From an optimization exercise on the open Yosys and OpenROAD flow, aimed at small area; shortcuts taken in it are not production practice.
In this exercise RTL edits were held to simulation tests only and were not proved equivalent to the original.
No driver is modelled on the clock port, so clock power and skew are understated where the tree is cut down; a real chip needs a root buffer or a tree.
Power figures rest on the tool's default switching activity, not on a simulated workload.

== old ==
Design isp_flash_programmer, start of the top module:
module isp_flash_programmer (
    input  wire        clk,
    input  wire        rst,           
    input  wire        req_valid,
    output wire        req_ready,
    input  wire [2:0]  req_op,
    input  wire [31:0] req_addr,
    input  wire [31:0] req_arg,
    output wire        rsp_valid,
    input  wire        rsp_ready,
    output wire [1:0]  rsp_result,
    output wire [31:0] rsp_rdata,
    output wire [1:0]  rsp_verdict,
    output wire        busy,
    output wire        bus_en,
    output wire        bus_we,
    output wire [2:0]  bus_reg,
    output wire [31:0] bus_wdata,
    input  wire [31:0] bus_rdata
);
Size: ~3200 µm² of cells after synthesis.
==> module isp_flash_programmer, before the edit <==
module isp_flash_programmer (
    input  wire        clk,
    input  wire        rst,           
    input  wire        req_valid,
    output wire        req_ready,
    input  wire [2:0]  req_op,
    input  wire [31:0] req_addr,
    input  wire [31:0] req_arg,
    output wire        rsp_valid,
    input  wire        rsp_ready,
    output wire [1:0]  rsp_result,
    output wire [31:0] rsp_rdata,
    output wire [1:0]  rsp_verdict,
    output wire        busy,
    output wire        bus_en,
    output wire        bus_we,
    output wire [2:0]  bus_reg,
    output wire [31:0] bus_wdata,
    input  wire [31:0] bus_rdata
);
    localparam [31:0] SPECIAL_ERASE_ADDR = 32'h0020_0000;
    localparam [31:0] ERASE_UNLOCK_KEY   = 32'h0055_AA03;
    localparam [31:0] ALL1_YES           = 32'hA11F_FFFF;
    localparam [31:0] ALL1_NO            = 32'hA110_0000;
    localparam [3:0] S_CMD   = 4'b1000,
                     S_ADDR  = 4'b1001,
                     S_WDATA = 4'b1010,
                     S_TRIG  = 4'b1011,
                     S_POLL  = 4'b0100,
                     S_RFAIL = 4'b0101,
                     S_WFAIL = 4'b1101,
                     S_RDATA = 4'b0010,
                     S_IDLE  = 4'b0110,
                     S_RESP  = 4'b0111,
                     S_INV   = 4'b1110;    
    localparam [2:0] C_ERASE  = 3'b000,    
                     C_ERASES = 3'b001,    
                     C_READ   = 3'b010,    
                     C_PROG   = 3'b011,    
                     C_CKRES  = 3'b100,    
                     C_CKRUN  = 3'b101,    
                     C_A1RES  = 3'b110,    
                     C_A1RUN  = 3'b111;    
    reg [3:0]  st;
    reg [2:0]  cls;
    reg [1:0]  cnt;
    reg [31:2] addr;
    reg [31:0] data;
    wire s_idle  = (st == S_IDLE);
    wire s_cmd   = (st == S_CMD);
    wire s_addr  = (st == S_ADDR);
    wire s_wdata = (st == S_WDATA);
    wire s_trig  = (st == S_TRIG);
    wire s_poll  = (st == S_POLL);
    wire s_rfail = (st == S_RFAIL);
    wire s_wfail = (st == S_WFAIL);
    wire s_rdata = (st == S_RDATA);
    wire s_resp  = (st == S_RESP);
    wire s_inv   = (st == S_INV);
    wire q_page = (req_addr[8:0] == 9'd0);
    wire q_word = (req_addr[1:0] == 2'd0);
    wire q_parg = (req_arg[8:0] == 9'd0);
    wire q_spec = (req_addr[31:9] == SPECIAL_ERASE_ADDR[31:9]);
    reg  q_ok;
    reg  [2:0] q_cls;
    always @(*) begin
        case (req_op)
            3'd0:    begin q_ok = q_page;          q_cls = q_spec ? C_ERASES : C_ERASE; end
            3'd1:    begin q_ok = q_word;          q_cls = C_READ;  end
            3'd2:    begin q_ok = q_word;          q_cls = C_PROG;  end
            3'd3:    begin q_ok = q_page & q_parg; q_cls = C_CKRUN; end
            3'd4:    begin q_ok = q_page & q_parg; q_cls = C_A1RUN; end
            default: begin q_ok = 1'b0;            q_cls = C_A1RUN; end
        endcase
    end
    wire q_erase = (req_op == 3'd0);
    wire a1res   = (cls == C_A1RES);
    wire rd_busy = bus_rdata[0];
    wire rd_fail = bus_rdata[6];
    wire hi_ok   = (bus_rdata[31:20] == ALL1_YES[31:20]);
    wire rd_yes  = hi_ok & (&bus_rdata[19:0]);
    wire rd_no   = hi_ok & ~(|bus_rdata[19:0]);
    wire last    = (cnt == 2'b01);
    always @(posedge clk) begin
        if (rst) begin
            st <= S_IDLE;
        end else begin
            case (st)
                S_IDLE: if (req_valid) begin
                    cls <= q_cls;
                    cnt <= 2'b11;
                    st  <= q_ok ? S_CMD : S_INV;
                end
                S_INV:   st <= S_RESP;
                S_CMD:   st <= S_ADDR;
                S_ADDR:  st <= cls[0] ? S_WDATA : S_TRIG;
                S_WDATA: st <= S_TRIG;
                S_TRIG: begin
                    if (!a1res) cnt <= 2'b11;
                    st <= S_POLL;
                end
                S_POLL: begin
                    if (!rd_busy) begin
                        if (!cls[2]) begin
                            st <= cls[1] & ~cls[0] ? S_RDATA : S_RFAIL;
                        end else if (cls[0]) begin
                            cls[0] <= 1'b0;
                            cnt    <= 2'b11;
                            st     <= S_CMD;
                        end else begin
                            st <= S_RDATA;
                        end
                    end else if (last) begin
                        if (a1res) cnt <= 2'b10;
                        st <= S_RESP;
                    end else begin
                        cnt <= {cnt[0], ~cnt[1]};
                    end
                end
                S_RFAIL: begin
                    cnt <= 2'b00;
                    st  <= rd_fail ? S_WFAIL : S_RESP;
                end
                S_WFAIL: begin
                    cnt <= 2'b10;
                    st  <= S_RESP;
                end
                S_RDATA: begin
                    if (a1res) begin
                        if (rd_yes | rd_no) begin
                            cls[0] <= rd_yes;
                            cnt    <= 2'b00;
                            st     <= S_RESP;
                        end else if (last) begin
                            cnt <= 2'b10;
                            st  <= S_RESP;
                        end else begin
                            cnt <= {cnt[0], ~cnt[1]};
                            st  <= S_CMD;
                        end
                    end else begin
                        cnt <= 2'b00;
                        st  <= S_RESP;
                    end
                end
                S_RESP: if (rsp_ready) st <= S_IDLE;
                default: st <= S_IDLE;
            endcase
        end
    end
    always @(posedge clk)
        if (s_idle) addr <= req_addr[31:2];
    wire d_hold = s_cmd | s_addr | s_wdata | s_trig | s_resp;
    wire d_arg  = s_idle & ~q_erase;
    wire d_key  = s_idle & q_erase;
    wire d_cap  = s_rfail | s_rdata;
    wire d_ones = s_poll | s_wfail | (s_rfail & ~rd_fail) | (s_rdata & a1res) | s_inv;
    always @(posedge clk)
        data <= ({32{d_hold}} & data) | ({32{d_arg}} & req_arg) | ({32{d_cap}} & bus_rdata) |
                {32{d_ones}} | ({32{d_key}} & ERASE_UNLOCK_KEY);
    wire [5:0] code;
    assign code[5] = cls[2] ? cls[0] : ~(cls[1] & ~cls[0]);
    assign code[4] = 1'b0;
    assign code[3] = cls[2];
    assign code[2] = cls[2] & ~cls[1];
    assign code[1] = ~cls[2] & ~cls[1];
    assign code[0] = cls[2] ? ~cls[1] : (cls[1] & cls[0]);
    assign bus_en    = ~rst & ~(st[2] & st[1]);
    assign bus_we    = st[3];
    assign bus_reg   = st[2:0];
    assign bus_wdata = ({32{s_addr}} & {addr, 2'b00}) | ({32{s_wdata | s_wfail}} & data) |
                       ({32{s_cmd}} & {26'd0, code}) | {31'd0, s_trig};
    assign req_ready   = s_idle;
    assign busy        = ~s_idle;
    assign rsp_valid   = s_resp;
    assign rsp_result  = cnt;
    assign rsp_rdata   = data;
    assign rsp_verdict = (cls[2] & cls[1] & (cnt == 2'b00)) ? {~cls[0], cls[0]} : 2'b00;
endmodule
export LEC_CHECK = 0
export CAP_MARGIN = 20
export CORE_MARGIN = 2
export CORE_UTILIZATION = 50
export SLEW_MARGIN = 20
create_clock -name core_clock -period 5.0 [get_ports {clk}]
standard.sh (not shown) runs the stock make flow with config.mk's settings and CLKGATE_MAP_FILE= SYNTH_SCRIPT=/design/flow/synth_recipe.tcl, a recipe that flattens the netlist after the stock synthesis.
==> flow/flow/run.sh <==
#!/bin/bash
# ORFS layout (standard.sh) with these changes:
#  - after the standard synthesis, the combinational gates between the
#    registers are re-mapped for area by ABC (flow/remap.sh); the registers
#    are kept exactly as the standard synthesis made them;
#  - the port buffers are the smallest buffer cell;
#  - the clock tree is a balanced two-level tree, one root buffer and a few
#    leaf buffers over groups of registers (flow/clock_tree.tcl, used by
#    ORFS's CTS step in place of its clock_tree_synthesis call);
# Each tool's output goes to a log file in this folder (ORFS's own logs are
# under orfs/logs/).
set -euo pipefail
export BUFFER_PORTS_ARGS="-buffer_cell sky130_fd_sc_hd__buf_1"
export PRE_CTS_TCL="$PWD/flow/clock_tree.tcl"
export CLKTREE_NET=clk
export CLKTREE_LEAVES=5
export CLKTREE_LEAF_CELL=sky130_fd_sc_hd__clkbuf_8
export CLKTREE_ROOT_CELL=sky130_fd_sc_hd__clkbuf_4
R=orfs/results/sky130hd/isp_flash_programmer/base
bash standard.sh synth > synth.log 2>&1
cp $R/1_2_yosys.v std_1_2_yosys.v
bash flow/remap.sh "$PWD/std_1_2_yosys.v" "$PWD/remapped.v" "$FLOW_TOP" "$PWD/remap" > remap.log 2>&1
cp remapped.v $R/1_2_yosys.v
rm -f $R/1_synth.odb $R/1_synth.sdc
bash standard.sh > flow_make.log 2>&1
Other scripts of this flow, unchanged in this note and not shown: flow/flow/clock_tree.tcl, flow/flow/remap.sh, flow/flow/remap_scripts.txt
old: all stages complete, timing, DRC and antenna checks passed
For new, these inputs were changed with respect to old:
--- a/flow/design.v
+++ b/flow/design.v
@@ -52,8 +52,7 @@
                      S_WFAIL = 4'b1101,
                      S_RDATA = 4'b0010,
                      S_IDLE  = 4'b0110,
-                     S_RESP  = 4'b0111,
-                     S_INV   = 4'b1110;    
+                     S_RESP  = 4'b0111;
     localparam [2:0] C_ERASE  = 3'b000,    
                      C_ERASES = 3'b001,    
                      C_READ   = 3'b010,    
@@ -77,7 +76,6 @@
     wire s_wfail = (st == S_WFAIL);
     wire s_rdata = (st == S_RDATA);
     wire s_resp  = (st == S_RESP);
-    wire s_inv   = (st == S_INV);
     wire q_page = (req_addr[8:0] == 9'd0);
     wire q_word = (req_addr[1:0] == 2'd0);
     wire q_parg = (req_arg[8:0] == 9'd0);
@@ -110,9 +108,8 @@
                 S_IDLE: if (req_valid) begin
                     cls <= q_cls;
                     cnt <= 2'b11;
-                    st  <= q_ok ? S_CMD : S_INV;
+                    st  <= q_ok ? S_CMD : S_RESP;
                 end
-                S_INV:   st <= S_RESP;
                 S_CMD:   st <= S_ADDR;
                 S_ADDR:  st <= cls[0] ? S_WDATA : S_TRIG;
                 S_WDATA: st <= S_TRIG;
@@ -175,7 +172,8 @@
     wire d_arg  = s_idle & ~q_erase;
     wire d_key  = s_idle & q_erase;
     wire d_cap  = s_rfail | s_rdata;
-    wire d_ones = s_poll | s_wfail | (s_rfail & ~rd_fail) | (s_rdata & a1res) | s_inv;
+    wire d_ones = s_poll | s_wfail | (s_rfail & ~rd_fail) | (s_rdata & a1res) |
+                  (s_idle & ~q_ok);
     always @(posedge clk)
         data <= ({32{d_hold}} & data) | ({32{d_arg}} & req_arg) | ({32{d_cap}} & bus_rdata) |
                 {32{d_ones}} | ({32{d_key}} & ERASE_UNLOCK_KEY);
Findings:
- In new, the count of filler cells inserted in the layout came out about 2.3% below the value in old.
- new — top achievable clock speed 3.0% higher, old as reference
- From old to new the numbers moved as follows: area growth from synthesis to final layout lost 0.36 points; cell area picked up an extra 0.73%.
- Power consumption shrinks slightly when moving from old to new.
- Compared with old, new shows number of global-route vias before repair that has gone up by a few percent.
- Compared with old, new shows synthesized cell area that has gone up slightly.
- new went all the way through synthesis, placement and routing and the layout is clean on timing, DRC and antenna.
No run of this note takes its clock network from TritonCTS; it comes from the design's own scripts or RTL.

## static timing again, ports no longer ideal
The results above use ideal ports. As a check the final layouts listed here were re-extracted and re-timed, cells and wires unchanged. Step 1 sets driving cells, clkbuf_16 on the clock port and buf_2 on the other inputs (assumed; they add their load-dependent delay and slew). Step 2 times the ports against the registers' clock, not the clock port: input delays grow and output delays shrink by t, the midpoint of the rising clock arrivals with the driver on. a / b / c = ideal ports / drivers / drivers and shift; a / b = the first two.
run	shift t [ns]	setup WS [ns]	worst hold slack (ns)	clock arrival spread, ns
old	0.410	1.264 / 1.237 / 1.647	0.511 / 0.511 / 0.511	0.038 / 0.037
new	0.430	1.373 / 1.341 / 1.500	0.532 / 0.532 / 0.532	0.025 / 0.025
After both steps setup and hold are still met in every run listed.
